What follows belongs to an exercise in optimizing a design on an open flow for small area, a short achievable clock period and few clock cycles; a production flow would make more cautious choices. In this exercise RTL edits were held to simulation tests only and were not proved equivalent to the original. No activity file was given, so power comes from the tool's default toggle rates.

==> flow/config.mk <==
export PLATFORM = sky130hd
export DESIGN_NAME = msdenc
export DESIGN_NICKNAME = msdenc
export VERILOG_FILES = /design/flow/design.v
export SDC_FILE = /design/flow/constraint.sdc
export NUM_CORES = 8
export LEC_CHECK = 0
export CAP_MARGIN = 20
export CELL_PAD_IN_SITES_DETAIL_PLACEMENT = 1
export CELL_PAD_IN_SITES_GLOBAL_PLACEMENT = 2
export CORE_MARGIN = 2
export CORE_UTILIZATION = 45
export CTS_BUF_LIST = sky130_fd_sc_hd__clkbuf_8
export PLACE_DENSITY = 0.6
export SETUP_SLACK_MARGIN = 5
export SLEW_MARGIN = 20
==> flow/constraint.sdc <==
create_clock -name core_clock -period 10.0 [get_ports {clk}]
set_input_delay 2.0000 -clock core_clock [delete_from_list [all_inputs] [get_ports {clk}]]
set_output_delay 2.0000 -clock core_clock [all_outputs]
set_load 0.01 [all_outputs]
==> flow/design.v <==
module msdenc (
    input  wire        clk,
    input  wire        rst,
    input  wire        host_valid,
    output wire        host_ready,
    input  wire        host_write,
    input  wire        host_arr,
    input  wire [2:0]  host_id,
    input  wire [7:0]  host_idx,
    input  wire [63:0] host_wdata,
    output reg         rd_valid,
    output reg  [63:0] rd_data
);
    localparam [7:0] OP_ENCBITS  = 8'h01;
    localparam [7:0] OP_ENCWIDE  = 8'h02;
    localparam [7:0] OP_ALNUM    = 8'h03;
    localparam [7:0] OP_ENCMSD   = 8'h10;
    localparam [7:0] OP_ENCERA   = 8'h11;
    localparam [7:0] OP_MAPDIAG  = 8'h20;
    localparam [7:0] OP_MAPCRASH = 8'h21;
    localparam [1:0] ST_OK      = 2'd0;
    localparam [1:0] ST_FAIL    = 2'd1;
    localparam [1:0] ST_ERR_CMD = 2'd2;
    localparam [1:0] ST_ERR_ARG = 2'd3;
    localparam [5:0] C_NONE     = 6'h00;
    localparam [5:0] C_VERSION  = 6'h01;
    localparam [5:0] C_VTYPE    = 6'h02;
    localparam [5:0] C_VIN      = 6'h03;
    localparam [5:0] C_LAT      = 6'h05;
    localparam [5:0] C_LON      = 6'h06;
    localparam [5:0] C_DIR      = 6'h07;
    localparam [5:0] C_N1_DLAT  = 6'h08;
    localparam [5:0] C_N1_DLON  = 6'h09;
    localparam [5:0] C_N2_DLAT  = 6'h0A;
    localparam [5:0] C_N2_DLON  = 6'h0B;
    localparam [5:0] C_LENGTH   = 6'h0C;
    localparam [5:0] C_BAD_LEN  = 6'h10;
    localparam [5:0] C_OFS_OVF  = 6'h11;
    localparam [5:0] C_BAD_OP   = 6'h20;
    localparam [5:0] C_RESERVED = 6'h21;
    localparam [3:0] PH_HDR   = 4'd0;
    localparam [3:0] PH_OID   = 4'd1;
    localparam [3:0] PH_DLEN  = 4'd2;
    localparam [3:0] PH_DATA  = 4'd3;
    localparam [3:0] PH_T1    = 4'd4;
    localparam [3:0] PH_T2    = 4'd5;
    localparam [3:0] PH_T2B   = 4'd6;
    localparam [3:0] PH_T3    = 4'd7;
    localparam [3:0] PH_T4    = 4'd8;
    localparam [3:0] PH_T5    = 4'd9;
    localparam [3:0] PH_PRE   = 4'd10;
    localparam [3:0] PH_VAL   = 4'd11;
    localparam [3:0] PH_BIT   = 4'd12;
    localparam [3:0] PH_FLUSH = 4'd13;
    localparam [3:0] PH_DONE  = 4'd14;
    reg [1:0]  status;
    reg [5:0]  cause;
    reg [4:0]  cause_index;
    reg [15:0] res_offset;
    reg [10:0] res_bits;
    reg [7:0]  res_bytes;
    reg        res_code_ff;      
    reg [5:0]  res_code;
    reg [15:0] r_wide;
    reg [63:0] r_mask;
    reg [7:0]  r_version;
    reg        r_opt;
    reg [7:0]  r_oid_len, r_data_len, r_msgid;
    reg        r_auto, r_test, r_trust;
    reg [7:0]  r_vtype;
    reg [5:0]  r_prop;
    reg [31:0] r_ts, r_lat, r_lon;
    reg [7:0]  r_dir;
    reg        r_n1p;
    reg [15:0] r_n1lat, r_n1lon;
    reg        r_n2p;
    reg [15:0] r_n2lat, r_n2lon;
    reg        r_paxp;
    reg [7:0]  r_pax;
    reg        r_severe, r_diagp, r_crashp;
    reg [20:0] r_diag_pres, r_diag_val;
    reg [5:0]  r_crash_pres, r_crash_val;
    reg [8*4-1:0]   src_f;
    reg [8*17-1:0]  vin_f;
    reg [8*255-1:0] oid_f;
    reg [8*255-1:0] dat_f;
    reg [8*140-1:0] buf_f;
    reg        busy;
    reg [3:0]  ph;
    reg [16:0] pos;         
    reg [4:0]  widx;        
    reg        ewide;       
    reg [5:0]  elen;        
    reg        p_valid;
    reg        msd_pend;    
    reg [63:0] p_data;      
    reg [6:0]  p_len;
    reg [3:0]  p_nb;        
    reg [16:0] p_pos;
    reg [7:0]  cbyte;       
    reg        ready_q;     
    assign host_ready = ready_q;
    wire accept = host_valid && !busy;
    wire reg_wr = accept &&  host_write && !host_arr;
    wire arr_wr = accept &&  host_write &&  host_arr;
    wire cmd_wr = reg_wr && (host_idx == 8'h00);
    function [6:0] alnum;     
        input [7:0] c;
        begin
            alnum[6] = (c >= 8'h30 && c <= 8'h39) || (c >= 8'h41 && c <= 8'h48) ||
                       (c >= 8'h4A && c <= 8'h4E) || (c == 8'h50) ||
                       (c >= 8'h52 && c <= 8'h5A);
            if (!c[6])      alnum[5:0] = {2'b00, c[3:0]};
            else if (!c[4]) alnum[5:0] = {2'b00, c[3:0]} + ((c[3] && (c[2] || c[1])) ? 6'd8 : 6'd9);
            else            alnum[5:0] = {1'b0, c[4:0]} + ((c[3:0] == 4'd0) ? 6'd7 : 6'd6);
        end
    endfunction
    wire [6:0]   cmd_al = alnum(host_wdata[15:8]);
    wire [16:0]  vin_ok;
    wire [101:0] vin_codes;      
    genvar gi;
    generate
        for (gi = 0; gi < 17; gi = gi + 1) begin : g_vin
            wire [6:0] a = alnum(vin_f[8*gi +: 8]);
            assign vin_ok[gi] = a[6];
            assign vin_codes[101-6*gi -: 6] = a[5:0];
        end
    endgenerate
    reg [4:0] vin_bad;
    integer k;
    always @* begin
        vin_bad = 5'd0;
        for (k = 16; k >= 0; k = k - 1)
            if (!vin_ok[k]) vin_bad = k;
    end
    wire signed [31:0] lat_s = r_lat;
    wire signed [31:0] lon_s = r_lon;
    wire lat_ok = (r_lat == 32'h7FFFFFFF) ||
                  (lat_s >= -32'sd324000000 && lat_s <= 32'sd324000000);
    wire lon_ok = (r_lon == 32'h7FFFFFFF) ||
                  (lon_s >= -32'sd648000000 && lon_s <= 32'sd648000000);
    wire dir_ok = (r_dir <= 8'd179) || (r_dir == 8'd255);
    wire vt_ok  = (r_vtype >= 8'd1) && (r_vtype <= 8'd13);
    wire n1lat_ok = (r_n1lat[15:9] == {7{r_n1lat[9]}});
    wire n1lon_ok = (r_n1lon[15:9] == {7{r_n1lon[9]}});
    wire n2lat_ok = (r_n2lat[15:9] == {7{r_n2lat[9]}});
    wire n2lon_ok = (r_n2lon[15:9] == {7{r_n2lon[9]}});
    reg [11:0] pe;
    always @* begin
        case (r_prop)
            6'd0: pe = 12'h000;
            6'd1: pe = 12'hc00;
            6'd2: pe = 12'h600;
            6'd3: pe = 12'hf00;
            6'd4: pe = 12'h300;
            6'd5: pe = 12'hd80;
            6'd6: pe = 12'h780;
            6'd7: pe = 12'hfc0;
            6'd8: pe = 12'h180;
            6'd9: pe = 12'hcc0;
            6'd10: pe = 12'h6c0;
            6'd11: pe = 12'hf60;
            6'd12: pe = 12'h3c0;
            6'd13: pe = 12'hde0;
            6'd14: pe = 12'h7e0;
            6'd15: pe = 12'hff0;
            6'd16: pe = 12'h0c0;
            6'd17: pe = 12'hc60;
            6'd18: pe = 12'h660;
            6'd19: pe = 12'hf30;
            6'd20: pe = 12'h360;
            6'd21: pe = 12'hdb0;
            6'd22: pe = 12'h7b0;
            6'd23: pe = 12'hfd8;
            6'd24: pe = 12'h1e0;
            6'd25: pe = 12'hcf0;
            6'd26: pe = 12'h6f0;
            6'd27: pe = 12'hf78;
            6'd28: pe = 12'h3f0;
            6'd29: pe = 12'hdf8;
            6'd30: pe = 12'h7f8;
            6'd31: pe = 12'hffc;
            6'd32: pe = 12'h060;
            6'd33: pe = 12'hc30;
            6'd34: pe = 12'h630;
            6'd35: pe = 12'hf18;
            6'd36: pe = 12'h330;
            6'd37: pe = 12'hd98;
            6'd38: pe = 12'h798;
            6'd39: pe = 12'hfcc;
            6'd40: pe = 12'h1b0;
            6'd41: pe = 12'hcd8;
            6'd42: pe = 12'h6d8;
            6'd43: pe = 12'hf6c;
            6'd44: pe = 12'h3d8;
            6'd45: pe = 12'hdec;
            6'd46: pe = 12'h7ec;
            6'd47: pe = 12'hff6;
            6'd48: pe = 12'h0f0;
            6'd49: pe = 12'hc78;
            6'd50: pe = 12'h678;
            6'd51: pe = 12'hf3c;
            6'd52: pe = 12'h378;
            6'd53: pe = 12'hdbc;
            6'd54: pe = 12'h7bc;
            6'd55: pe = 12'hfde;
            6'd56: pe = 12'h1f8;
            6'd57: pe = 12'hcfc;
            6'd58: pe = 12'h6fc;
            6'd59: pe = 12'hf7e;
            6'd60: pe = 12'h3fc;
            6'd61: pe = 12'hdfe;
            6'd62: pe = 12'h7fe;
            6'd63: pe = 12'hfff;
            default: pe = 12'h000;
        endcase
    end
    wire [2:0] pc = {2'd0, r_prop[0]} + {2'd0, r_prop[1]} + {2'd0, r_prop[2]} +
                    {2'd0, r_prop[3]} + {2'd0, r_prop[4]} + {2'd0, r_prop[5]};
    wire prop_all = &r_prop;
    wire [12:0] msd_len = 13'd239 + {10'd0, pc}
                        + (r_n1p ? 13'd20 : 13'd0) + (r_n2p ? 13'd20 : 13'd0)
                        + (r_paxp ? 13'd8 : 13'd0)
                        + (r_opt ? (13'd16 + {2'd0, r_oid_len, 3'd0} + {2'd0, r_data_len, 3'd0}) : 13'd0);
    reg        vr_ver_bad, vr_vt_bad, vr_vin_bad, vr_lat_bad, vr_lon_bad, vr_dir_bad;
    reg        vr_n1lat_bad, vr_n1lon_bad, vr_n2lat_bad, vr_n2lon_bad;
    reg [4:0]  vr_vin_idx;
    reg [12:0] vr_len;
    always @(posedge clk) begin
        vr_ver_bad   <= (r_version != 8'd1);
        vr_vt_bad    <= !vt_ok;
        vr_vin_bad   <= !(&vin_ok);
        vr_vin_idx   <= vin_bad;
        vr_lat_bad   <= !lat_ok;
        vr_lon_bad   <= !lon_ok;
        vr_dir_bad   <= !dir_ok;
        vr_n1lat_bad <= r_n1p && !n1lat_ok;
        vr_n1lon_bad <= r_n1p && !n1lon_ok;
        vr_n2lat_bad <= r_n2p && !n2lat_ok;
        vr_n2lon_bad <= r_n2p && !n2lon_ok;
        vr_len       <= msd_len;
    end
    reg       v_fail;
    reg [5:0] v_cause;
    reg [4:0] v_index;
    always @* begin
        v_fail = 1'b1;
        v_index = 5'd0;
        if (vr_ver_bad)                  v_cause = C_VERSION;
        else if (vr_vt_bad)              v_cause = C_VTYPE;
        else if (vr_vin_bad) begin       v_cause = C_VIN; v_index = vr_vin_idx; end
        else if (vr_lat_bad)             v_cause = C_LAT;
        else if (vr_lon_bad)             v_cause = C_LON;
        else if (vr_dir_bad)             v_cause = C_DIR;
        else if (vr_n1lat_bad)           v_cause = C_N1_DLAT;
        else if (vr_n1lon_bad)           v_cause = C_N1_DLON;
        else if (vr_n2lat_bad)           v_cause = C_N2_DLAT;
        else if (vr_n2lon_bad)           v_cause = C_N2_DLON;
        else if (vr_len > 13'd1120)      v_cause = C_LENGTH;
        else begin                       v_cause = C_NONE; v_fail = 1'b0; end
    end
    wire [20:0] dflags = r_diag_pres & r_diag_val;
    wire [5:0]  cflags = r_crash_pres & r_crash_val;
    reg  [20:0] dflags_r;
    reg  [5:0]  cflags_r;
    always @* begin
        for (k = 0; k < 21; k = k + 1) dflags_r[20-k] = dflags[k];
        for (k = 0; k < 6; k = k + 1)  cflags_r[5-k]  = cflags[k];
    end
    reg [39:0] era_e;
    always @* begin
        era_e = 40'd0;
        era_e[39:32] = 8'd1;
        era_e[31] = r_diagp;
        era_e[30] = r_crashp;
        era_e[29] = r_severe;
        if (r_diagp) begin
            era_e[28:8] = dflags_r;
            if (r_crashp) era_e[7:2] = cflags_r;
        end else if (r_crashp) begin
            era_e[28:23] = cflags_r;
        end
    end
    wire [10:0] era_bits = 11'd11 + (r_diagp ? 11'd21 : 11'd0) + (r_crashp ? 11'd6 : 11'd0);
    wire [7:0]  w_op = host_wdata[7:0];
    wire [7:0]  w_a  = host_wdata[15:8];
    wire [15:0] w_b  = host_wdata[31:16];
    wire op_ok  = (w_op == OP_ENCBITS) || (w_op == OP_ENCWIDE) || (w_op == OP_ALNUM) ||
                  (w_op == OP_ENCMSD) || (w_op == OP_ENCERA) ||
                  (w_op == OP_MAPDIAG) || (w_op == OP_MAPCRASH);
    wire a_zero = (w_a == 8'd0);
    wire b_zero = (w_b == 16'd0);
    wire rsv_bad = (w_op == OP_ALNUM) ? !b_zero : (w_op[7:4] != 4'd0 && !(a_zero && b_zero));
    wire len_bad = (w_op == OP_ENCBITS) ?
                   !((w_a <= 8'd8) || (w_a == 8'd16) || (w_a == 8'd24) || (w_a == 8'd32)) :
                   (w_a > 8'd16);
    wire [16:0] arg_end = {1'b0, w_b} + {9'd0, w_a};
    wire cmd_good = cmd_wr && op_ok && !rsv_bad;
    wire emit_cmd = (w_op == OP_ENCBITS) || (w_op == OP_ENCWIDE);
    wire do_era   = cmd_good && (w_op == OP_ENCERA);
    wire do_diag  = cmd_good && (w_op == OP_MAPDIAG);
    wire do_crash = cmd_good && (w_op == OP_MAPCRASH);
    wire [7:0] bidx = busy ? pos[10:3] : host_idx;          
    wire [4:0] widx_m = busy ? widx : host_idx[7:3];         
    wire [15:0] bsel_h = 16'd1 << bidx[7:4];
    wire [15:0] bsel_l = 16'd1 << bidx[3:0];
    wire [31:0] wsel_oh = 32'd1 << widx_m;
    reg  [7:0]  buf_rd;
    reg  [63:0] oid_w, dat_w;                                
    always @* begin
        buf_rd = 8'd0;
        for (k = 0; k < 140; k = k + 1)
            buf_rd = buf_rd | (buf_f[8*k +: 8] & {8{bsel_h[k/16] & bsel_l[k%16]}});
        oid_w = 64'd0;
        dat_w = 64'd0;
        for (k = 0; k < 255; k = k + 1) begin
            oid_w[63-8*(k%8) -: 8] = oid_w[63-8*(k%8) -: 8] | (oid_f[8*k +: 8] & {8{wsel_oh[k/8]}});
            dat_w[63-8*(k%8) -: 8] = dat_w[63-8*(k%8) -: 8] | (dat_f[8*k +: 8] & {8{wsel_oh[k/8]}});
        end
    end
    wire [8:0] oid_rem = {1'b0, r_oid_len} - {1'b0, widx, 3'd0};
    wire [8:0] dat_rem = {1'b0, r_data_len} - {1'b0, widx, 3'd0};
    wire [15:0] val16 = ewide ? r_wide : {8'd0, src_f[7:0]};
    reg        s_push;
    reg [63:0] s_data;
    reg [6:0]  s_len;
    reg [16:0] s_pos;
    always @* begin
        s_push = busy;
        s_data = 64'd0;
        s_len  = 7'd0;
        s_pos  = pos;
        case (ph)
            PH_HDR: begin
                s_data = {8'h01, r_opt, r_oid_len, 47'd0};
                s_len  = r_opt ? 7'd17 : 7'd9;
            end
            PH_OID: begin
                s_data = oid_w;
                s_len  = (oid_rem >= 9'd8) ? 7'd64 : {oid_rem[3:0], 3'd0};
            end
            PH_DLEN: begin
                s_data = {r_data_len, 56'd0};
                s_len  = 7'd8;
            end
            PH_DATA: begin
                s_data = dat_w;
                s_len  = (dat_rem >= 9'd8) ? 7'd64 : {dat_rem[3:0], 3'd0};
            end
            PH_T1: begin
                s_data = {r_msgid, r_auto, r_test, r_trust, r_vtype[3:0] - 4'd1,
                          vin_codes[101:54], vin_codes[53]};
                s_len  = 7'd64;
            end
            PH_T2: begin
                s_data = {vin_codes[52:0], pe[11:1]};
                s_len  = prop_all ? 7'd64 : 7'd59 + {4'd0, pc};
            end
            PH_T2B: begin
                s_data = {1'b1, 63'd0};
                s_len  = 7'd1;
            end
            PH_T3: begin
                s_data = {r_ts, ~r_lat[31], r_lat[30:0]};
                s_len  = 7'd64;
            end
            PH_T4: begin
                s_data = {~r_lon[31], r_lon[30:0], r_dir, r_n1p,
                          ~r_n1lat[9], r_n1lat[8:0], ~r_n1lon[9], r_n1lon[8:0], 3'd0};
                s_len  = r_n1p ? 7'd61 : 7'd41;
            end
            PH_T5: begin
                if (r_n2p)
                    s_data = {1'b1, ~r_n2lat[9], r_n2lat[8:0], ~r_n2lon[9], r_n2lon[8:0],
                              r_paxp, r_pax, 34'd0};
                else
                    s_data = {1'b0, r_paxp, r_pax, 54'd0};
                s_len  = 7'd2 + (r_n2p ? 7'd20 : 7'd0) + (r_paxp ? 7'd8 : 7'd0);
            end
            PH_PRE: begin
                s_data = {buf_rd, 56'd0};
                s_len  = {4'd0, pos[2:0]};
                s_pos  = {pos[16:3], 3'd0};
            end
            PH_VAL: begin
                s_data = {src_f[7:0], src_f[15:8], src_f[23:16], src_f[31:24], 32'd0};
                s_len  = {1'b0, elen};
            end
            PH_BIT: begin
                s_data = {val16[widx[3:0]], 63'd0};
                s_len  = 7'd1;
            end
            PH_FLUSH: begin
                s_data = {buf_rd << pos[2:0], 56'd0};
                s_len  = 7'd8 - {4'd0, pos[2:0]};
            end
            default: begin
                s_push = 1'b0;
            end
        endcase
    end
    wire [6:0]  s_e = {4'd0, s_pos[2:0]} + s_len;
    wire [16:0] pos_nx = (ph == PH_PRE) ? pos : pos + {10'd0, s_len};
    always @(posedge clk) begin
        if (rst) begin
            busy    <= 1'b0;
            ready_q <= 1'b1;
            ph      <= PH_DONE;
            p_valid <= 1'b0;
            msd_pend <= 1'b0;
        end else begin
            p_valid <= s_push;
            msd_pend <= cmd_good && (w_op == OP_ENCMSD);
            if (busy) begin
                pos <= pos_nx;
                case (ph)
                    PH_HDR:  ph <= r_opt ? ((r_oid_len != 8'd0) ? PH_OID : PH_DLEN) : PH_T1;
                    PH_OID: begin
                        if (oid_rem <= 9'd8) begin ph <= PH_DLEN; widx <= 5'd0; end
                        else widx <= widx + 5'd1;
                    end
                    PH_DLEN: ph <= (r_data_len != 8'd0) ? PH_DATA : PH_T1;
                    PH_DATA: begin
                        if (dat_rem <= 9'd8) ph <= PH_T1;
                        else widx <= widx + 5'd1;
                    end
                    PH_T1:   ph <= PH_T2;
                    PH_T2:   ph <= prop_all ? PH_T2B : PH_T3;
                    PH_T2B:  ph <= PH_T3;
                    PH_T3:   ph <= PH_T4;
                    PH_T4:   ph <= PH_T5;
                    PH_T5:   ph <= (pos_nx[2:0] != 3'd0) ? PH_FLUSH : PH_DONE;
                    PH_PRE:  ph <= (!ewide && (elen[5] || elen[4])) ? PH_VAL : PH_BIT;
                    PH_VAL:  ph <= (pos_nx[2:0] != 3'd0) ? PH_FLUSH : PH_DONE;
                    PH_BIT: begin
                        widx <= widx - 5'd1;
                        if (widx == 5'd0) ph <= (pos_nx[2:0] != 3'd0) ? PH_FLUSH : PH_DONE;
                    end
                    PH_FLUSH: ph <= PH_DONE;
                    default: begin
                        busy    <= 1'b0;
                        ready_q <= 1'b1;
                    end
                endcase
            end else if (cmd_good && w_op == OP_ENCMSD) begin
                busy    <= 1'b1;
                ready_q <= 1'b0;
                ph   <= PH_HDR;
                pos  <= 17'd0;
                widx <= 5'd0;
            end else if (cmd_good && emit_cmd && !len_bad && !arg_end[16] && !a_zero) begin
                busy    <= 1'b1;
                ready_q <= 1'b0;
                ph    <= PH_PRE;
                pos   <= {1'b0, w_b};
                widx  <= w_a[4:0] - 5'd1;
                elen  <= w_a[5:0];
                ewide <= (w_op == OP_ENCWIDE);
            end
        end
    end
    always @(posedge clk) begin
        p_data <= s_data;
        p_len  <= s_len;
        p_pos  <= s_pos;
        p_nb   <= s_e[6:3];
    end
    wire [2:0]  wb  = p_pos[2:0];
    wire [2:0]  wfl = p_pos[5:3];
    wire [10:0] ww0 = p_pos[16:6];
    reg  [63:0] pre;
    reg  [7:0]  c_wrap;    
    always @* begin
        pre = p_data;
        c_wrap = 8'd0;
        case (wb)
            3'd1: begin pre[0:0] = cbyte[7:7]; c_wrap[7:7] = p_data[0:0]; end
            3'd2: begin pre[1:0] = cbyte[7:6]; c_wrap[7:6] = p_data[1:0]; end
            3'd3: begin pre[2:0] = cbyte[7:5]; c_wrap[7:5] = p_data[2:0]; end
            3'd4: begin pre[3:0] = cbyte[7:4]; c_wrap[7:4] = p_data[3:0]; end
            3'd5: begin pre[4:0] = cbyte[7:3]; c_wrap[7:3] = p_data[4:0]; end
            3'd6: begin pre[5:0] = cbyte[7:2]; c_wrap[7:2] = p_data[5:0]; end
            3'd7: begin pre[6:0] = cbyte[7:1]; c_wrap[7:1] = p_data[6:0]; end
            default: ;
        endcase
    end
    wire [63:0] r1 = wb[0]  ? {pre[0],     pre[63:1]}  : pre;
    wire [63:0] r2 = wb[1]  ? {r1[1:0],    r1[63:2]}   : r1;
    wire [63:0] r3 = wb[2]  ? {r2[3:0],    r2[63:4]}   : r2;
    wire [63:0] r4 = wfl[0] ? {r3[7:0],    r3[63:8]}   : r3;
    wire [63:0] r5 = wfl[1] ? {r4[15:0],   r4[63:16]}  : r4;
    wire [63:0] rot = wfl[2] ? {r5[31:0],  r5[63:32]}  : r5;
    wire [3:0] nb = p_nb;                         
    reg  [7:0] lane_lo, lane_hi;                   
    reg  [2:0] rel;
    always @* begin
        for (k = 0; k < 8; k = k + 1) begin
            rel = k[2:0] - wfl;
            lane_lo[k] = p_valid && ({1'b0, rel} < nb) && (k[2:0] >= wfl);
            lane_hi[k] = p_valid && ({1'b0, rel} < nb) && (k[2:0] <  wfl);
        end
    end
    wire [2:0] cl = wfl + nb[2:0];
    wire [7:0] cl_oh = 8'd1 << cl;
    reg  [7:0] c_lane;
    always @* begin
        c_lane = 8'd0;
        for (k = 0; k < 8; k = k + 1)
            c_lane = c_lane | (rot[63-8*k -: 8] & {8{cl_oh[k]}});
    end
    wire [7:0] c_next = nb[3] ? c_wrap : c_lane;
    always @(posedge clk)
        if (p_valid) cbyte <= c_next;
    reg [17:0] wsel;
    always @* begin
        for (k = 0; k < 18; k = k + 1) wsel[k] = (ww0 == k);
    end
    wire [17:0] wsel_up = {wsel[16:0], 1'b0};      
    always @(posedge clk) begin
        if (reg_wr) begin
            case (host_idx)
                8'h08: r_wide     <= host_wdata[15:0];
                8'h09: r_mask     <= host_wdata;
                8'h10: r_version  <= host_wdata[7:0];
                8'h11: r_opt      <= host_wdata[0];
                8'h12: r_oid_len  <= host_wdata[7:0];
                8'h13: r_data_len <= host_wdata[7:0];
                8'h14: r_msgid    <= host_wdata[7:0];
                8'h15: r_auto     <= host_wdata[0];
                8'h16: r_test     <= host_wdata[0];
                8'h17: r_trust    <= host_wdata[0];
                8'h18: r_vtype    <= host_wdata[7:0];
                8'h19: r_prop     <= host_wdata[5:0];
                8'h1A: r_ts       <= host_wdata[31:0];
                8'h1B: r_lat      <= host_wdata[31:0];
                8'h1C: r_lon      <= host_wdata[31:0];
                8'h1D: r_dir      <= host_wdata[7:0];
                8'h1E: r_n1p      <= host_wdata[0];
                8'h1F: r_n1lat    <= host_wdata[15:0];
                8'h20: r_n1lon    <= host_wdata[15:0];
                8'h21: r_n2p      <= host_wdata[0];
                8'h22: r_n2lat    <= host_wdata[15:0];
                8'h23: r_n2lon    <= host_wdata[15:0];
                8'h24: r_paxp     <= host_wdata[0];
                8'h25: r_pax      <= host_wdata[7:0];
                8'h30: r_severe   <= host_wdata[0];
                default: ;
            endcase
        end
        if (do_diag) begin
            for (k = 0; k < 21; k = k + 1) begin
                r_diag_pres[k] <= r_mask[2*k];
                r_diag_val[k]  <= r_mask[2*k+1];
            end
        end else if (reg_wr && host_idx == 8'h32) r_diag_pres <= host_wdata[20:0];
        else if (reg_wr && host_idx == 8'h33) r_diag_val <= host_wdata[20:0];
        if (do_diag) r_diagp <= 1'b1;
        else if (reg_wr && host_idx == 8'h31) r_diagp <= host_wdata[0];
        if (do_crash) begin
            for (k = 0; k < 6; k = k + 1) begin
                r_crash_pres[k] <= r_mask[2*k];
                r_crash_val[k]  <= r_mask[2*k+1];
            end
        end else if (reg_wr && host_idx == 8'h35) r_crash_pres <= host_wdata[5:0];
        else if (reg_wr && host_idx == 8'h36) r_crash_val <= host_wdata[5:0];
        if (do_crash) r_crashp <= 1'b1;
        else if (reg_wr && host_idx == 8'h34) r_crashp <= host_wdata[0];
    end
    wire [7:0] wd8 = host_wdata[7:0];
    always @(posedge clk) begin
        for (k = 0; k < 4; k = k + 1)
            if (arr_wr && host_id == 3'd0 && host_idx == k) src_f[8*k +: 8] <= wd8;
        for (k = 0; k < 17; k = k + 1)
            if (arr_wr && host_id == 3'd1 && host_idx == k) vin_f[8*k +: 8] <= wd8;
        for (k = 0; k < 255; k = k + 1)
            if (arr_wr && host_id == 3'd2 && host_idx == k) oid_f[8*k +: 8] <= wd8;
        for (k = 0; k < 255; k = k + 1) begin
            if (do_era && k < 5)
                dat_f[8*k +: 8] <= era_e[39-8*k -: 8];
            else if (arr_wr && host_id == 3'd3 && host_idx == k)
                dat_f[8*k +: 8] <= wd8;
        end
        for (k = 0; k < 140; k = k + 1) begin
            if (p_valid) begin
                if ((lane_lo[k%8] && wsel[k/8]) || (lane_hi[k%8] && wsel_up[k/8]))
                    buf_f[8*k +: 8] <= rot[63-8*(k%8) -: 8];
            end else if (arr_wr && host_id == 3'd4 && host_idx == k)
                buf_f[8*k +: 8] <= wd8;
        end
    end
    always @(posedge clk) begin
        if (rst) begin
            status      <= ST_OK;
            cause       <= C_NONE;
            cause_index <= 5'd0;
            res_offset  <= 16'd0;
            res_bits    <= 11'd0;
            res_bytes   <= 8'd0;
            res_code    <= 6'd0;
            res_code_ff <= 1'b0;
        end else if (msd_pend) begin
            if (v_fail) begin
                status      <= ST_FAIL;
                cause       <= v_cause;
                cause_index <= v_index;
                res_bits    <= 11'd0;
                res_bytes   <= 8'd0;
            end else begin
                res_bits    <= vr_len[10:0];
                res_bytes   <= vr_len[10:3];
            end
        end else if (cmd_wr) begin
            status      <= ST_OK;
            cause       <= C_NONE;
            cause_index <= 5'd0;
            if (!op_ok) begin
                status <= ST_ERR_CMD; cause <= C_BAD_OP;
            end else if (rsv_bad) begin
                status <= ST_ERR_CMD; cause <= C_RESERVED;
            end else begin
                case (w_op)
                    OP_ENCBITS, OP_ENCWIDE: begin
                        if (len_bad) begin
                            status <= ST_ERR_ARG; cause <= C_BAD_LEN;
                        end else if (arg_end[16]) begin
                            status <= ST_ERR_ARG; cause <= C_OFS_OVF;
                        end else begin
                            res_offset <= arg_end[15:0];
                        end
                    end
                    OP_ALNUM: begin
                        res_code    <= cmd_al[5:0];
                        res_code_ff <= !cmd_al[6];
                    end
                    OP_ENCERA: res_bits <= era_bits;
                    default: ;
                endcase
            end
        end
    end
    wire [31:0] vsel_oh = 32'd1 << host_idx[4:0];
    reg  [7:0] vin_rd;
    always @* begin
        vin_rd = 8'd0;
        for (k = 0; k < 17; k = k + 1)
            vin_rd = vin_rd | (vin_f[8*k +: 8] & {8{vsel_oh[k]}});
    end
    wire [7:0] src_rd = src_f[8*host_idx[1:0] +: 8];
    wire [7:0] hsel_oh = 8'd1 << host_idx[2:0];
    reg  [7:0] oid_rd, dat_rd;
    always @* begin
        oid_rd = 8'd0;
        dat_rd = 8'd0;
        for (k = 0; k < 8; k = k + 1) begin
            oid_rd = oid_rd | (oid_w[63-8*k -: 8] & {8{hsel_oh[k]}});
            dat_rd = dat_rd | (dat_w[63-8*k -: 8] & {8{hsel_oh[k]}});
        end
    end
    reg [7:0] arr_mux;
    always @* begin
        arr_mux = 8'd0;
        case (host_id)
            3'd0: if (host_idx[7:2] == 6'd0)  arr_mux = src_rd;
            3'd1: if (host_idx[7:5] == 3'd0)  arr_mux = vin_rd;
            3'd2: arr_mux = oid_rd;
            3'd3: arr_mux = dat_rd;
            3'd4: arr_mux = buf_rd;
            default: ;
        endcase
    end
    reg [63:0] reg_mux;
    always @* begin
        reg_mux = 64'd0;
        case (host_idx)
            8'h01: reg_mux[1:0]  = status;
            8'h02: reg_mux[5:0]  = cause;
            8'h03: reg_mux[4:0]  = cause_index;
            8'h04: reg_mux[15:0] = res_offset;
            8'h05: reg_mux[10:0] = res_bits;
            8'h06: reg_mux[7:0]  = res_bytes;
            8'h07: reg_mux[7:0]  = {res_code_ff, res_code_ff, res_code | {6{res_code_ff}}};
            8'h08: reg_mux[15:0] = r_wide;
            8'h09: reg_mux       = r_mask;
            8'h10: reg_mux[7:0]  = r_version;
            8'h11: reg_mux[0]    = r_opt;
            8'h12: reg_mux[7:0]  = r_oid_len;
            8'h13: reg_mux[7:0]  = r_data_len;
            8'h14: reg_mux[7:0]  = r_msgid;
            8'h15: reg_mux[0]    = r_auto;
            8'h16: reg_mux[0]    = r_test;
            8'h17: reg_mux[0]    = r_trust;
            8'h18: reg_mux[7:0]  = r_vtype;
            8'h19: reg_mux[5:0]  = r_prop;
            8'h1A: reg_mux[31:0] = r_ts;
            8'h1B: reg_mux[31:0] = r_lat;
            8'h1C: reg_mux[31:0] = r_lon;
            8'h1D: reg_mux[7:0]  = r_dir;
            8'h1E: reg_mux[0]    = r_n1p;
            8'h1F: reg_mux[15:0] = r_n1lat;
            8'h20: reg_mux[15:0] = r_n1lon;
            8'h21: reg_mux[0]    = r_n2p;
            8'h22: reg_mux[15:0] = r_n2lat;
            8'h23: reg_mux[15:0] = r_n2lon;
            8'h24: reg_mux[0]    = r_paxp;
            8'h25: reg_mux[7:0]  = r_pax;
            8'h30: reg_mux[0]    = r_severe;
            8'h31: reg_mux[0]    = r_diagp;
            8'h32: reg_mux[20:0] = r_diag_pres;
            8'h33: reg_mux[20:0] = r_diag_val;
            8'h34: reg_mux[0]    = r_crashp;
            8'h35: reg_mux[5:0]  = r_crash_pres;
            8'h36: reg_mux[5:0]  = r_crash_val;
            default: ;
        endcase
    end
    always @(posedge clk) begin
        if (rst) rd_valid <= 1'b0;
        else     rd_valid <= accept && !host_write;
        rd_data <= host_arr ? {56'd0, arr_mux} : reg_mux;
    end
endmodule
==> flow/run.sh <==
#!/bin/bash
# synth_recipe.tcl (not shown) runs the flow's synth.tcl, then flattens the netlist and writes it again
# the make line also repeats each setting of config.mk as NAME=value (left out here)
make -C /OpenROAD-flow-scripts/flow DESIGN_CONFIG=/design/flow/config.mk WORK_HOME=/design/flow/orfs CLKGATE_MAP_FILE= SYNTH_SCRIPT=/design/flow/synth_recipe.tcl finish
==> flow_summary.yaml, run 1 <==
setup_path:
  cp_cell_sequence: "buf_2 -> or3b_4 -> buf_4 -> a22oi_1 -> buf_4 -> and2_1 -> buf_4 -> a22o_1 -> a2111oi_0 -> nand4_1 -> nor4_4 -> buf_12 -> o221ai_1 -> a21oi_1 -> o221ai_1"
  worst-setup-path-type: "input port to flop"
  worstPathMaxFanout: 9
  slowest_delay_ns: 0.98
  required_ns: 11.17
  crit_path_start_kind: "input port"
  slowest_stage: "a2111oi_0"
  cpMostUsedCell: "buf_4"
  arrival_ns: 6.54
  crit_path_end_kind: "flop"
  cp_num_buf_inv: 5
  cpLargestDelayFamily: "compound AO/OA/AOI/OAI gates"
timing:
  min_period_ns: 5.37
  finalMaxSlewViolations: 0
  setup_slack_ns: 4.63
  setup_viol: 0
  finalHoldViolCount: 0
  skew_ns: 0.168
  slew_headroom_pct: 0.999
  tightest_slew_ns: 1.49
  hold_slack_ns: 0.440
  grt_setup_unrepaired: "true"
  fin_crit_sh_pct: 53.7
  setup_tns_ns: 0
  max_freq_ghz: 0.186
flow_run:
  maxCapViolations: 0
drt:
  vias_per_cell: 7.55
  vias: 199000
  ant_nets: 0
  wl_per_cell_um: 53.1
  finalWirelength_um: 1400000
  drc: 0
  drt-initial-drc-count: 41300
  dr.pass1.iters: 11
clocking:
  cts_max_level: 7
  cts.clk_slew.worst_paths_ns: 0.06
  numCtsBuffers: 1098
  root_buffer: "clkbuf_8"
  clk_path_buf_depth: 5
  cts_sinks: 6022
  cts_tree: "yes"
  insertion_delay_ns: 1.45
pwr:
  p_leak_nw: 94.6
  sw_frac_of_total_pct: 24.9
  p_int_mw: 39.0
  pwr-share-comb_pct: 5.4
  seq_power_share_pct: 53.3
  p_sw_mw: 12.9
  p_clk_share_pct: 41.3
  ir_drop_mv: 0.158
  power_density_nw_per_um2: 181
synthesis:
  netlist_instances: 16900
  synth_edf_count: 5758
  netlist-cell-type-count: 119
  ys_seq_elements: 6022
  synth_area_um2: 247000
  async_flop_share_pct: 0
  yosysWarnings: 251
  avgSynthCellArea_um2: 14.6
  syn_nets: 17200
  dominantRegCellSynth: "edfxtp_1"
  synth_seq_area_share_pct: 72.2
grt:
  grt_max_degree: 174
  grt_pass1_wl_um: 1800000
  antenna_found_initial: 202
  gr-usage-all-layers_pct: 49.4
  grt-ovfl-total: 0
  grt_pass1_vias: 186000
placed_design:
  placedInstanceArea_um2: 263000
  place_ws_ns: 1.87
  hpwl_um: 931000
  port-buffer-count: 145
  gp_congestion: 1.12
die:
  core-area_um2: 546000
  fp.dieArea_um2: 554000
  io_pins: 146
  fp-row-count: 271
  die_h_um: 745
  start_util_pct: 45.2
  die_width_um: 745
cells_and_area:
  layout.nets: 18500
  final_cell_area_um2: 287000
  synthToLayoutAreaGrowth_pct: 16.1
  final_core_util_pct: 52.5
  drive_gt1_share_pct: 18.6
worst_hold_path:
  worstHoldPathType: "flop to flop"
outcome:
  status: "no timing/DRC/antenna violations"
## synth_stat cells (53+ instances only)
cell type	n	area, um^2
a32oi_1	102	893
buf_1	142	533
mux2_2	53	597
inv_1	245	920
a222oi_1	198	1980
ha_1	236	2950
a221oi_1	259	2270
o22ai_1	86	538
a21o_1	87	653
mux4_2	75	1690
nand4_1	441	2760
and3_1	140	876
nand3_1	904	4520
nor2b_1	60	375
nand2b_1	54	338
clkbuf_1	616	2310
o221ai_1	212	1860
a31oi_1	66	413
mux2i_1	151	1510
a22o_1	376	3290
buf_2	374	1870
and4_1	57	499
nor4_1	184	1150
o211ai_1	62	465
dfxtp_1	264	5290
nand2_1	1225	4600
nor3_1	177	886
o21ai_0	447	2240
o2111ai_1	57	499
edfxtp_1	5758	173000
a21oi_1	300	1500
a211oi_1	61	458
a22oi_1	1583	11900
nor2_1	972	3650
## logic make-up after synthesis
group,synth area share (%)
buf+inv,2.56
compound gates,13.1
flops,72.2
mux,1.55
xor+xnor,0.256
simple gates,9.01
fa+ha+maj,1.30
## path summary, 6_finish.rpt
path	startpoint	endpoint	slack, ns	cells past startpoint
max	host_idx[2]	rd_data[1]	4.63	15
min	pos[16]	p_pos[16]	0.44	0
max reg2reg	pos[7]	rd_data[1]	4.66	13
min reg2reg	pos[16]	p_pos[16]	0.44	0
## per-layer routing
metal	GRT usage, %	vias up	routed length, um
li1	-	71200	-
met1	60.7	102000	480000
met2	67.5	20300	567000
met3	21.7	5259	217000
met4	39.2	78	135000
met5	0.606	-	1290
## worst reg2reg max path: stages (launching register included)
cell and delay, ns:
edfxtp_1 0.62, buf_4 0.39, nand3b_2 0.36, a22oi_2 0.22, buf_6 0.24, buf_4 0.25
and3_1 0.25, a2111oi_0 1.04, nand4_1 0.73, nor4_4 0.42, buf_12 0.19, o221ai_1 0.17
a21oi_1 0.20, o221ai_1 0.13
## timing repair
item | CTS | global route
setup buffers | 93 | 58
hold buffers | 0 | 0
cloned | 3 | 6
endpoints found under the setup margin | 419 | 286
endpoints found under the hold margin | 0 | 0
gates resized for setup | 227 | 178
pin swaps | 68 | 82
## cell usage in the layout (no fill, tap or decap), drive strengths merged, types with 88 or more instances in the layout
cell type,synthesis,routed
a22o,376,376
o21ai,454,454
inv,248,600
nand3,908,908
a221oi,262,262
nand4,442,442
a22oi,1618,1618
o22ai,88,88
ha,236,236
clkdlybuf4s50,0,126
clkbuf,617,1150
a21oi,300,300
nor4,189,189
diode,0,218
nor3,182,182
nand2,1226,1226
mux2i,153,153
a222oi,198,198
dfxtp,264,264
a32oi,102,102
o221ai,212,212
clkinv,3,299
buf,586,1289
edfxtp,5758,5758
and3,140,140
nor2,973,974
## stage by stage
stage	total power [mW]	cells
after floorplan	28.8	16900
after global placement	30.5	24100
after detailed placement	30.6	24100
after CTS	51.4	26100
after global routing	52.5	26200
final	51.8	26400
## registers in the layout, summed over array words and instances (netlist names), 21 cells and up
| signal | cells |
|---|---|
| dat_f | 2040 |
| oid_f | 2040 |
| buf_f | 1120 |
| vin_f | 136 |
| p_data | 64 |
| r_mask | 64 |
| rd_data | 64 |
| r_lat | 32 |
| r_lon | 32 |
| r_ts | 32 |
| src_f | 32 |
| r_diag_pres | 21 |
| r_diag_val | 21 |
## layout make-up
class / instances / area [um^2]
Fill cell: 52400 / 259000
Sequential cell: 6022 / 178000
Multi-Input combinational cell: 9383 / 66000
Clock buffer: 1142 / 15700
Timing Repair Buffer: 1427 / 13000
Tap cell: 7234 / 9050
Clock inverter: 675 / 3050
Inverter: 251 / 950
Antenna cell: 218 / 546
## power by group through the flow
stage / logic [mW] / registers [mW] / clock network [mW]
CTS: 2.52 / 27.6 / 21.3
global placement: 2.36 / 28.1 / 0
global route: 2.70 / 27.6 / 22.2
floorplan: 0.683 / 28.1 / 0
detailed placement: 2.41 / 28.1 / 0
finish: 2.82 / 27.6 / 21.4
Testbench counts, summed over its fixed seeds: cycles 17,742.
==> run 2: changes to the inputs <==
--- a/flow/design.v
+++ b/flow/design.v
@@ -100,6 +100,8 @@
     reg [7:0]  cbyte;       
     reg        ready_q;     
-    assign host_ready = ready_q;
-    wire accept = host_valid && !busy;
+    reg        rdok_q;      
+    wire       early = rdok_q && !host_write && !host_arr;
+    assign host_ready = ready_q || early;
+    wire accept = host_valid && (!busy || early);
     wire reg_wr = accept &&  host_write && !host_arr;
     wire arr_wr = accept &&  host_write &&  host_arr;
@@ -406,4 +408,5 @@
             busy    <= 1'b0;
             ready_q <= 1'b1;
+            rdok_q  <= 1'b0;
             ph      <= PH_DONE;
             p_valid <= 1'b0;
@@ -412,4 +415,5 @@
             p_valid <= s_push;
             msd_pend <= cmd_good && (w_op == OP_ENCMSD);
+            if (msd_pend) rdok_q <= 1'b1;
             if (busy) begin
                 pos <= pos_nx;
@@ -441,4 +445,5 @@
                         busy    <= 1'b0;
                         ready_q <= 1'b1;
+                        rdok_q  <= 1'b0;
                     end
                 endcase
@@ -451,4 +456,5 @@
             end else if (cmd_good && emit_cmd && !len_bad && !arg_end[16] && !a_zero) begin
                 busy    <= 1'b1;
+                rdok_q  <= 1'b1;
                 ready_q <= 1'b0;
                 ph    <= PH_PRE;
==> run 2 against run 1 <==
Against the previous run: global-route usage grew 0.58 points; clock skew grew 0.036 ns; critical endpoint is now p_data[59]; wire length grew 4.1%; first-iteration DRC count grew 4.4%; utilization grew 0.30 points; largest cell class unchanged; cell area grew 1.3%; still clean on timing, DRC and antenna; setup slack lost 0.21 ns; power grew 0.23%; register-to-register slack lost 0.24 ns; maximum frequency shrank 3.8%; clock power is essentially flat; via count grew 3.3%.
==> flow_summary.yaml, run 2 <==
placed_design:
  gp_congestion: 1.09
  hpwl_um: 960000
  port-buffer-count: 145
  placedInstanceArea_um2: 265000
  place_ws_ns: 1.96
drt:
  vias: 206000
  dr.pass1.iters: 12
  vias_per_cell: 7.69
  finalWirelength_um: 1460000
  ant_nets: 0
  drt-initial-drc-count: 43200
  wl_per_cell_um: 54.5
  drc: 0
clocking:
  clk_path_buf_depth: 4
  holdBufCountCts: 0
  cts_tree: "yes"
  cts.clk_slew.worst_paths_ns: 0.06
  cts_max_level: 6
  numCtsBuffers: 961
  insertion_delay_ns: 1.50
  cts_sinks: 6023
  root_buffer: "clkbuf_8"
synthesis:
  synthMostInstantiatedCell: "edfxtp_1"
  netlist-cell-type-count: 101
  synth_compound_area_share_pct: 13.5
  synthMuxAreaShare_pct: 1.73
  ys_top_cells_by_count: "5,758 x edfxtp_1, 1,576 x a22oi_1, 1,092 x nand2_1"
  synth_area_leaders: "edfxtp_1 70%, a22oi_1 4.8%, dfxtp_1 2.1%"
  synth_xor_area_share_pct: 0.279
  avgSynthCellArea_um2: 14.4
  synth_top_family_by_area: "compound AO/OA/AOI/OAI gates"
  yosysWarnings: 251
  synth_seq_area_share_pct: 71.8
  netlist_instances: 17200
  dominantRegCellSynth: "edfxtp_1"
  syn_nets: 17500
  ys_seq_elements: 6023
  synth_area_leader_cell: "edfxtp_1"
  synth_top_area_share_pct: 69.6
  synth_area_um2: 248000
  synth_simple_gate_area_share_pct: 8.83
  synthAdderAreaFrac_pct: 1.29
  synth_edf_count: 5758
  async_flop_share_pct: 0
setup_path:
  worst-setup-path-type: "flop to flop"
  arrival_ns: 6.82
  cp_num_buf_inv: 2
  cpLargestDelayFamily: "simple AND/OR/NAND/NOR gates"
  cp_cell_sequence: "buf_4 -> or3b_2 -> nand2_1 -> o211ai_1 -> nand4_1 -> nor4_2 -> nand4_1 -> nor4_2 -> buf_4 -> and3_1 -> a211oi_2 -> a221o_1"
  r2r_setup_slack_ns: 4.42
  required_ns: 11.24
  worstPathMaxFanout: 11
  crit_path_end_kind: "flop"
  slowest_delay_ns: 0.65
  crit_path_start_kind: "flop"
  slowest_stage: "o211ai_1"
grt:
  met3_usage_pct: 21.6
  grtUsageMet1_pct: 62.3
  grt_use_met2_pct: 68.1
  gr-usage-all-layers_pct: 50.0
  grt_pass1_wl_um: 1850000
  grt_max_degree: 165
  grt_pass1_vias: 189000
  antenna_found_initial: 257
  grt-ovfl-total: 0
  busiest_layer: "met2"
timing:
  min_period_ns: 5.58
  slew_headroom_pct: 5.96
  setup_tns_ns: 0
  skew_ns: 0.204
  tightest_slew_ns: 1.41
  hold_slack_ns: 0.443
  finalMaxSlewViolations: 0
  finalHoldViolCount: 0
  setup_viol: 0
  setup_slack_ns: 4.42
  max_freq_ghz: 0.179
  fin_crit_sh_pct: 55.8
  grt_setup_unrepaired: "true"
die:
  start_util_pct: 45.2
  die_h_um: 747
  fp.dieArea_um2: 558000
  fp-row-count: 272
  die_width_um: 747
  core-area_um2: 549000
  io_pins: 146
outcome:
  status: "no timing/DRC/antenna violations"
cells_and_area:
  final_core_util_pct: 52.8
  final_cell_area_um2: 290000
  drive_gt1_share_pct: 19.0
  layout.nets: 18700
  final_cell_mix: "5,758 x edfxtp_1, 1,536 x a22oi_1, 1,150 x buf_4"
  n_fill_cell: 52900
  top_regs: "dat_f: 2040 flops, oid_f: 2040 flops, buf_f: 1120 flops"
  synthToLayoutAreaGrowth_pct: 16.9
  final_common_cell: "edfxtp_1"
pwr:
  ir_drop_mv: 0.160
  power_density_nw_per_um2: 179
  p_leak_nw: 94.4
worst_hold_path:
  worstHoldPathType: "flop to flop"
flow_run:
  maxCapViolations: 0
## run 2: cell types whose count changed in the layout (fill, tap and decap cells not counted), moves of 33 or more
cell | previous run | this run
clkbuf_8 | 1143 | 992
o221ai_1 | 193 | 319
nand2_1 | 1172 | 1052
a22o_1 | 375 | 263
a21oi_1 | 284 | 373
clkinv_2 | 76 | 160
nor4_1 | 152 | 85
buf_4 | 1100 | 1150
and2_1 | 47 | 92
nor2_1 | 756 | 793
a32oi_1 | 99 | 63
mux2i_1 | 150 | 186
clkinv_1 | 221 | 254
o2111ai_1 | 54 | 87
## run 2: layer usage
layer	vias to the layer above	wire [um]
met4	94	143000
li1	72600	-
met3	5699	234000
met5	-	1240
met1	105000	495000
met2	22400	584000
## run 2: kinds of logic (layout without fill, tap and decap cells)
family / after synthesis / in the layout
mux: 314 / 315
xor+xnor: 79 / 79
flops: 6023 / 6023
other cells: 0 / 248
simple gates: 4490 / 4491
buf+inv: 1587 / 3601
compound gates: 4460 / 4473
fa+ha+maj: 248 / 248
## run 2: stage by stage
step                cells  total power, mW
finish              26700             52.0
detailed placement  24300             30.7
global placement    24300             30.7
floorplan           17200             28.9
CTS                 26300             51.4
global route        26500             52.5
## run 2: final timing paths
path,start,end,cells past startpoint
worst max-delay path,pos[6],p_data[59],12
worst min-delay path,r_mask[50],rd_data[50],1
worst max register to register,pos[6],p_data[59],12
worst min register to register,r_mask[50],rd_data[50],1
## run 2: final cells by class
| cell class | count | area (um^2) | share of cell area (%) |
|---|---|---|---|
| clock buffers | 990 | 13600 | 4.70 |
| diodes | 248 | 621 | 0.214 |
| clock inverters | 794 | 4910 | 1.69 |
| inverters | 306 | 1170 | 0.403 |
| repair buffers | 1511 | 14100 | 4.85 |
| flip-flops and latches | 6023 | 178000 | 61.4 |
| multi-input cells | 9606 | 68400 | 23.6 |
| well taps | 7261 | 9080 | 3.13 |
## run 2: timing repair
action | in CTS | in global routing
gates resized for setup | 326 | 260
endpoints found under the setup margin | 753 | 774
setup buffers | 157 | 162
cloned | 17 | 24
pin swaps | 97 | 98
## run 2: power by group
part	internal, mW	total, mW	switching (mW)	leakage (nW)
combinational	0.627	3.10	2.47	30.0
clock	10.3	21.3	11.0	10.6
sequential	27.6	27.6	0.0115	53.9
Testbench counts of run 2, summed over its fixed seeds: cycles 17,486.
==> run 3: changes to the inputs <==
--- a/flow/config.mk
+++ b/flow/config.mk
@@ -11,5 +11,7 @@
 export CORE_MARGIN = 2
 export CORE_UTILIZATION = 45
-export CTS_BUF_LIST = sky130_fd_sc_hd__clkbuf_8
+export CTS_BUF_LIST = sky130_fd_sc_hd__clkbuf_16
+export CTS_CLUSTER_DIAMETER = 60
+export CTS_CLUSTER_SIZE = 30
 export PLACE_DENSITY = 0.6
 export SETUP_SLACK_MARGIN = 5
==> run 3 against run 2 <==
Against the previous run: register-to-register slack is essentially flat; critical path type is now input port to flop; power grew 0.25%; global-route usage grew 0.38 points; clock-buffer cell count shrank 510; first-iteration DRC count grew 0.44%; sequential power is essentially flat; now fails the layout checks on antenna rules; setup slack lost 0.14 ns; utilization grew 0.056 points; synthesized area is the same.
==> flow_summary.yaml, run 3 <==
drt:
  wl_per_cell_um: 56.3
  finalWirelength_um: 1460000
  drt-initial-drc-count: 43300
  vias: 203000
  ant_nets: 1
  drc: 0
  vias_per_cell: 7.83
  dr.pass1.iters: 10
die:
  core-area_um2: 549000
  start_util_pct: 45.2
  fp-row-count: 272
  fp.dieArea_um2: 558000
  io_pins: 146
  die_h_um: 747
  die_width_um: 747
pwr:
  sw_frac_of_total_pct: 26.1
  pwr-share-comb_pct: 6.1
  p_int_mw: 38.5
  ir_drop_mv: 0.295
  seq_power_share_pct: 52.9
  p_leak_nw: 92.8
  p_sw_mw: 13.6
  p_clk_share_pct: 40.9
  power_density_nw_per_um2: 179
setup_path:
  slowest_stage: "nor4_1"
  worst_r2r_startpoint: "busy"
  r2r_setup_slack_ns: 4.43
  worstPathMaxFanout: 22
  crit_path_end_kind: "flop"
  required_ns: 10.91
  worst-setup-path-type: "input port to flop"
  arrival_ns: 6.63
  r2r_end: "rd_data[4]"
  cp_cell_sequence: "buf_16 -> nand3b_1 -> buf_6 -> buf_4 -> buf_4 -> a22oi_2 -> buf_4 -> buf_4 -> nand3_1 -> nand4_1 -> nor4_1 -> nand4_1 -> nor3b_2 -> buf_4 -> nor3_1 -> a211oi_1 -> o221ai_1"
  cpMostUsedCell: "buf_4"
  reg2reg_depth: 15
  crit_path_start_kind: "input port"
  slowest_delay_ns: 1.19
grt:
  gr-usage-all-layers_pct: 50.3
  grt_pass1_vias: 185000
  grt_pass1_wl_um: 1860000
  grt-ovfl-total: 0
  grt_max_degree: 165
  antenna_found_initial: 262
flow_run:
  maxCapViolations: 0
cells_and_area:
  drive_gt1_share_pct: 18.4
  n_fill_cell: 52100
  layout.nets: 18300
  synthToLayoutAreaGrowth_pct: 17.0
  top_regs: "dat_f: 2040 flops, oid_f: 2040 flops, buf_f: 1120 flops"
  final_common_cell: "edfxtp_1"
  final_cell_mix: "5,758 x edfxtp_1, 1,530 x a22oi_1, 1,127 x buf_4"
  final_core_util_pct: 52.9
  fin_cells: 25900
timing:
  tightest_slew_ns: 1.41
  fin_crit_sh_pct: 57.2
  setup_viol: 0
  finalHoldViolCount: 0
  slew_headroom_pct: 5.16
  setup_tns_ns: 0
  setup_slack_ns: 4.28
  max_freq_ghz: 0.175
  finalMaxSlewViolations: 0
  skew_ns: 0.141
  grt_setup_unrepaired: "true"
  min_period_ns: 5.72
clocking:
  holdBufCountCts: 0
  clk_path_buf_depth: 4
  cts_tree: "yes"
  cts_max_level: 5
  cts_sinks: 6023
  cts.clk_slew.worst_paths_ns: 0.07
  numCtsBuffers: 475
  insertion_delay_ns: 1.16
  root_buffer: "clkbuf_16"
synthesis:
  netlist-cell-type-count: 101
  ys_top_cells_by_count: "5,758 x edfxtp_1, 1,576 x a22oi_1, 1,092 x nand2_1"
  async_flop_share_pct: 0
  synth_area_leader_cell: "edfxtp_1"
  synthAdderAreaFrac_pct: 1.29
  ys_seq_elements: 6023
  synth_simple_gate_area_share_pct: 8.83
  avgSynthCellArea_um2: 14.4
  synth_area_leaders: "edfxtp_1 70%, a22oi_1 4.8%, dfxtp_1 2.1%"
  yosysWarnings: 251
  synthMuxAreaShare_pct: 1.73
  synth_area_um2: 248000
  synth_top_family_by_area: "compound AO/OA/AOI/OAI gates"
  dominantRegCellSynth: "edfxtp_1"
  synth_seq_area_share_pct: 71.8
  synth_top_area_share_pct: 69.6
  netlist_instances: 17200
  synth_edf_count: 5758
  synth_xor_area_share_pct: 0.279
  synthMostInstantiatedCell: "edfxtp_1"
  synth_compound_area_share_pct: 13.5
  syn_nets: 17500
worst_hold_path:
  worst_hold_startpoint: "r_mask[63]"
  worstHoldPathType: "flop to flop"
  hold_depth: 1
  hold_path_end: "rd_data[63]"
placed_design:
  port-buffer-count: 145
  gp_congestion: 1.09
  hpwl_um: 960000
  place_ws_ns: 1.96
  dp_cells: 24300
outcome:
  so_faults: "antenna rules"
  status: "failed layout checks"
run 3: cell counts after synthesis:
Identical to the previous run, type by type.
run 3: cell type report:
type / instances / area [um^2] / share of cell area [%]
Sequential cell: 6023 / 178000 / 61.4
Tap cell: 7261 / 9080 / 3.13
Clock inverter: 422 / 5330 / 1.84
Antenna cell: 240 / 601 / 0.207
Timing Repair Buffer: 1546 / 15100 / 5.20
Multi-Input combinational cell: 9610 / 68900 / 23.7
Inverter: 306 / 1170 / 0.402
Clock buffer: 480 / 12000 / 4.14
run 3: worst max path at each step:
stage,start,to,slack [ns],cells after the start
6_report,host_idx[3],rd_data[4],4.28,17
3_3_place_gp,host_idx[6],rd_data[5],1.71,13
3_5_place_dp,host_idx[6],p_data[63],1.96,12
4_1_cts,host_idx[7],rd_data[5],4.90,15
5_1_grt,host_idx[3],rd_data[0],4.62,13
2_1_floorplan,host_idx[3],r_mask[0],5.00,8
run 3: power groups by stage:
| stage | combinational [mW] | sequential [mW] | clock [mW] |
|---|---|---|---|
| after floorplan | 0.719 | 28.1 | 0 |
| after global placement | 2.51 | 28.2 | 0 |
| after detailed placement | 2.57 | 28.2 | 0 |
| after CTS | 2.83 | 27.6 | 21.1 |
| after global routing | 3.03 | 27.6 | 21.9 |
| final | 3.20 | 27.6 | 21.3 |
run 3: cells by family (layout without fill, tap and decap cells):
family | count (synthesis) | in the layout
AO/OA/AOI/OAI | 4460 | 4474
XOR/XNOR | 79 | 79
adder cells (fa/ha/maj) | 248 | 248
buffers and inverters | 1587 | 2754
flip-flops | 6023 | 6023
multiplexers | 314 | 315
other | 0 | 240
AND/OR/NAND/NOR | 4490 | 4494
run 3: metal layers:
layer	vias up	GRT usage [%]	share of wire, %
met2	21800	68.3	40
met5	-	0.240	0.17
met1	104000	62.4	34
li1	71500	-	-
met4	118	38.8	9.9
met3	5489	22.6	16
run 3: metrics by stage:
| step | total power [mW] | area, um^2 | hold slack, ns |
|---|---|---|---|
| 6_report | 52.1 | 290000 | 0.448 |
| 3_3_place_gp | 30.7 | 264000 | 0.422 |
| 5_1_grt | 52.5 | 290000 | 0.460 |
| 2_1_floorplan | 28.9 | 248000 | 0.346 |
| 3_5_place_dp | 30.7 | 265000 | 0.431 |
| 4_1_cts | 51.5 | 287000 | 0.445 |
run 3: what timing repair did:
action | CTS | global route
setup endpoints to repair | 1752 | 595
pin swaps | 158 | 122
resized for setup | 528 | 216
cloned | 36 | 17
buffers inserted | 233 | 108
run 3: worst max-delay path: cells and delay by family:
family	cells	cell delay (ns)
AOI/OAI and AO/OA	3	0.68
buffers and inverters	7	1.25
and+or+nand+nor	7	2.55
==> run 4: changes to the inputs <==
--- a/flow/config.mk
+++ b/flow/config.mk
@@ -10,9 +10,9 @@
 export CELL_PAD_IN_SITES_GLOBAL_PLACEMENT = 2
 export CORE_MARGIN = 2
-export CORE_UTILIZATION = 45
+export CORE_UTILIZATION = 35
 export CTS_BUF_LIST = sky130_fd_sc_hd__clkbuf_16
 export CTS_CLUSTER_DIAMETER = 60
 export CTS_CLUSTER_SIZE = 30
-export PLACE_DENSITY = 0.6
+export PLACE_DENSITY = 0.45
 export SETUP_SLACK_MARGIN = 5
 export SLEW_MARGIN = 20
==> run 4 against run 3 <==
Against the previous run: via count is 5.3% lower; die area grew 28%; cell count is 8.6% higher; critical path type unchanged; wire length is 4.5% higher; sequential power about the same; sequential cell count unchanged; clock-buffer cell count is 115 higher; setup slack improved by 0.27 ns; synthesized cell count stayed put; now clean on timing, DRC and antenna.
==> flow_summary.yaml, run 4 <==
cells_and_area:
  final_core_util_pct: 41.9
  final_cell_mix: "5,758 x edfxtp_1, 1,532 x a22oi_1, 1,237 x buf_4"
  synthToLayoutAreaGrowth_pct: 19.3
  drive_gt1_share_pct: 19.5
  top_regs: "dat_f: 2040 flops, oid_f: 2040 flops, buf_f: 1120 flops"
  n_fill_cell: 70100
  fin_cells: 28100
  final_common_cell: "edfxtp_1"
  layout.nets: 18500
synthesis:
  yosysWarnings: 251
  synth_area_leaders: "edfxtp_1 70%, a22oi_1 4.8%, dfxtp_1 2.1%"
  ys_seq_elements: 6023
  synth_top_area_share_pct: 69.6
  synth_area_um2: 248000
  avgSynthCellArea_um2: 14.4
  synthMostInstantiatedCell: "edfxtp_1"
  synth_seq_area_share_pct: 71.8
  syn_nets: 17500
  ys_top_cells_by_count: "5,758 x edfxtp_1, 1,576 x a22oi_1, 1,092 x nand2_1"
  dominantRegCellSynth: "edfxtp_1"
  netlist-cell-type-count: 101
  netlist_instances: 17200
  synth_edf_count: 5758
  synth_area_leader_cell: "edfxtp_1"
  async_flop_share_pct: 0
clocking:
  insertion_delay_ns: 1.18
  cts.clk_slew.worst_paths_ns: 0.06
  holdBufCountCts: 0
  root_buffer: "clkbuf_16"
  numCtsBuffers: 576
  cts_tree: "yes"
  cts_max_level: 6
  clk_path_buf_depth: 4
  cts_sinks: 6023
grt:
  antenna_found_initial: 264
  grt-ovfl-total: 0
  grt_pass1_wl_um: 1930000
  grt_pass1_vias: 178000
  grt_max_degree: 154
  gr-usage-all-layers_pct: 41.0
setup_path:
  crit_path_end_kind: "flop"
  worstPathMaxFanout: 27
  required_ns: 11.00
  arrival_ns: 6.46
  crit_path_start_kind: "input port"
  worst-setup-path-type: "input port to flop"
timing:
  max_freq_ghz: 0.183
  setup_viol: 0
  setup_tns_ns: 0
  slew_headroom_pct: 10.3
  finalMaxSlewViolations: 0
  finalHoldViolCount: 0
  fin_crit_sh_pct: 54.6
  tightest_slew_ns: 1.33
  grt_setup_unrepaired: "true"
  skew_ns: 0.0892
  min_period_ns: 5.46
drt:
  drc: 0
  vias_per_cell: 6.83
  finalWirelength_um: 1520000
  wl_per_cell_um: 54.2
  drt-initial-drc-count: 34700
  ant_nets: 0
  vias: 192000
  dr.pass1.iters: 6
placed_design:
  port-buffer-count: 145
  hpwl_um: 1030000
  dp_cells: 26600
  gp_congestion: 1.05
pwr:
  power_density_nw_per_um2: 184
  ir_drop_mv: 0.227
  p_leak_nw: 94.6
flow_run:
  maxCapViolations: 0
outcome:
  status: "no timing/DRC/antenna violations"
die:
  core-area_um2: 708000
  die_width_um: 846
  io_pins: 146
  fp-row-count: 309
  die_h_um: 846
  start_util_pct: 35.1
  fp.dieArea_um2: 716000
worst_hold_path:
  worstHoldPathType: "flop to flop"
run 4: cell count changes in the layout (fill, tap and decap cells not counted), sizes merged, moves of 13 or more:
| cell | delta |
|---|---|
| inv | -18 |
| bufinv | +13 |
| buf | +122 |
| clkinv | +34 |
| clkbuf | +108 |
| diode | -102 |
| clkinvlp | +15 |
run 4: worst max-delay path, stage by stage:
cell	delay, ns
buf_16	0.17
or3b_2	0.44
a22oi_2	0.21
buf_4	0.33
buf_4	0.32
nand3_1	0.11
nand4_1	0.12
nor3_1	0.91
nand4_1	0.40
nor4_4	0.41
buf_12	0.19
buf_4	0.15
a22o_1	0.13
a211oi_1	0.06
a221o_1	0.33
run 4: per-layer routing:
layer | vias to the layer above | share of wire [%] | global-route usage, % | wire length, um
li1 | 71900 | - | - | -
met1 | 103000 | 40 | 55.5 | 605000
met2 | 13900 | 42 | 58.4 | 633000
met3 | 3069 | 12 | 12.3 | 177000
met4 | 110 | 7.1 | 23.9 | 109000
met5 | - | 0.048 | 0 | 731
run 4: logic make-up (layout without fill, tap and decap cells):
| group | count (synthesis) | count (layout) | synth area share [%] |
|---|---|---|---|
| simple gates | 4490 | 4495 | 8.83 |
| mux | 314 | 315 | 1.73 |
| other cells | 0 | 138 | 0 |
| buf+inv | 1587 | 3020 | 2.61 |
| fa+ha+maj | 248 | 248 | 1.29 |
| compound gates | 4460 | 4470 | 13.5 |
| xor+xnor | 79 | 79 | 0.279 |
| flops | 6023 | 6023 | 71.8 |
run 4: power by group:
group	internal (mW)	total [mW]	switching [mW]	leakage, nW
Combinational	0.679	3.22	2.54	31.0
Sequential	27.6	27.6	0.0105	53.9
Clock	12.4	23.9	11.4	9.75
Total	40.7	54.7	14.0	94.6
run 4: path summary, 6_finish.rpt:
| path | start | endpoint | slack (ns) | depth (start not counted) |
|---|---|---|---|---|
| setup / recovery | host_idx[5] | p_data[63] | 4.54 | 15 |
| hold / removal | pos[14] | p_pos[14] | 0.43 | 0 |
| setup reg to reg | pos[6] | p_data[63] | 4.58 | 13 |
| hold reg to reg | pos[14] | p_pos[14] | 0.43 | 0 |
run 4: area by class of cell:
cell class	instances	area, um^2	area share [%]
Antenna cell	138	345	0.117
Sequential cell	6023	178000	60.1
Inverter	306	1170	0.396
Clock buffer	595	14900	5.02
Clock inverter	466	5060	1.71
Tap cell	9330	11700	3.94
Multi-Input combinational cell	9607	69200	23.3
Timing Repair Buffer	1653	15800	5.32
run 4: stage by stage:
stage               total power [mW]  hold slack [ns]  instance area (um^2)  setup slack (ns)
floorplan                       28.9            0.346                248000              5.00
global placement                30.9            0.394                268000             0.710
detailed placement              30.9            0.404                269000              1.85
CTS                             54.6            0.415                294000              4.86
global route                    55.5            0.443                296000              4.69
finish                          54.7            0.432                296000              4.54
run 4: timing repair:
item,CTS,global route
buffers inserted,264,54
pin swaps,143,82
resized for setup,514,185
hold endpoints to repair,0,0
gates cloned,35,5
endpoints found under the setup margin,2380,321

==> static timing again, ports no longer ideal <==
How much do the figures lean on ideal ports? The routed layouts below were timed once more, with nothing changed but the port constraints. Step 1, drivers: a clkbuf_16 drives clk and a buf_2 each remaining input, both assumed. Step 2, shift: input delay + t, output delay - t, t = (earliest + latest rising clock arrival at the registers) / 2. This alone moves slack from input paths to output paths. a / b / c = no drivers / after step 1 / after step 2; a / b = the first two.
run | shift t [ns] | setup WS [ns] | hold slack, ns | worst data-port slew with drivers (ns) | pins driven straight from the clock port
run 1 | 1.513 | 4.630 / 4.548 / 3.036 | 0.440 / 0.440 / 0.440 | 0.33 | 1
run 2 | 1.530 | 4.416 / 4.176 / 2.646 | 0.443 / 0.443 / 0.443 | 0.63 | 1
run 3 | 1.226 | 4.275 / 4.068 / 2.842 | 0.448 / 0.448 / 0.448 | 0.61 | 1
run 4 | 1.284 | 4.543 / 4.336 / 3.052 | 0.432 / 0.432 / 0.432 | 0.45 | 1
For run 2, which loses most, drivers alone change the setup slack by -0.240 ns; drivers and shift together by -1.770 ns.
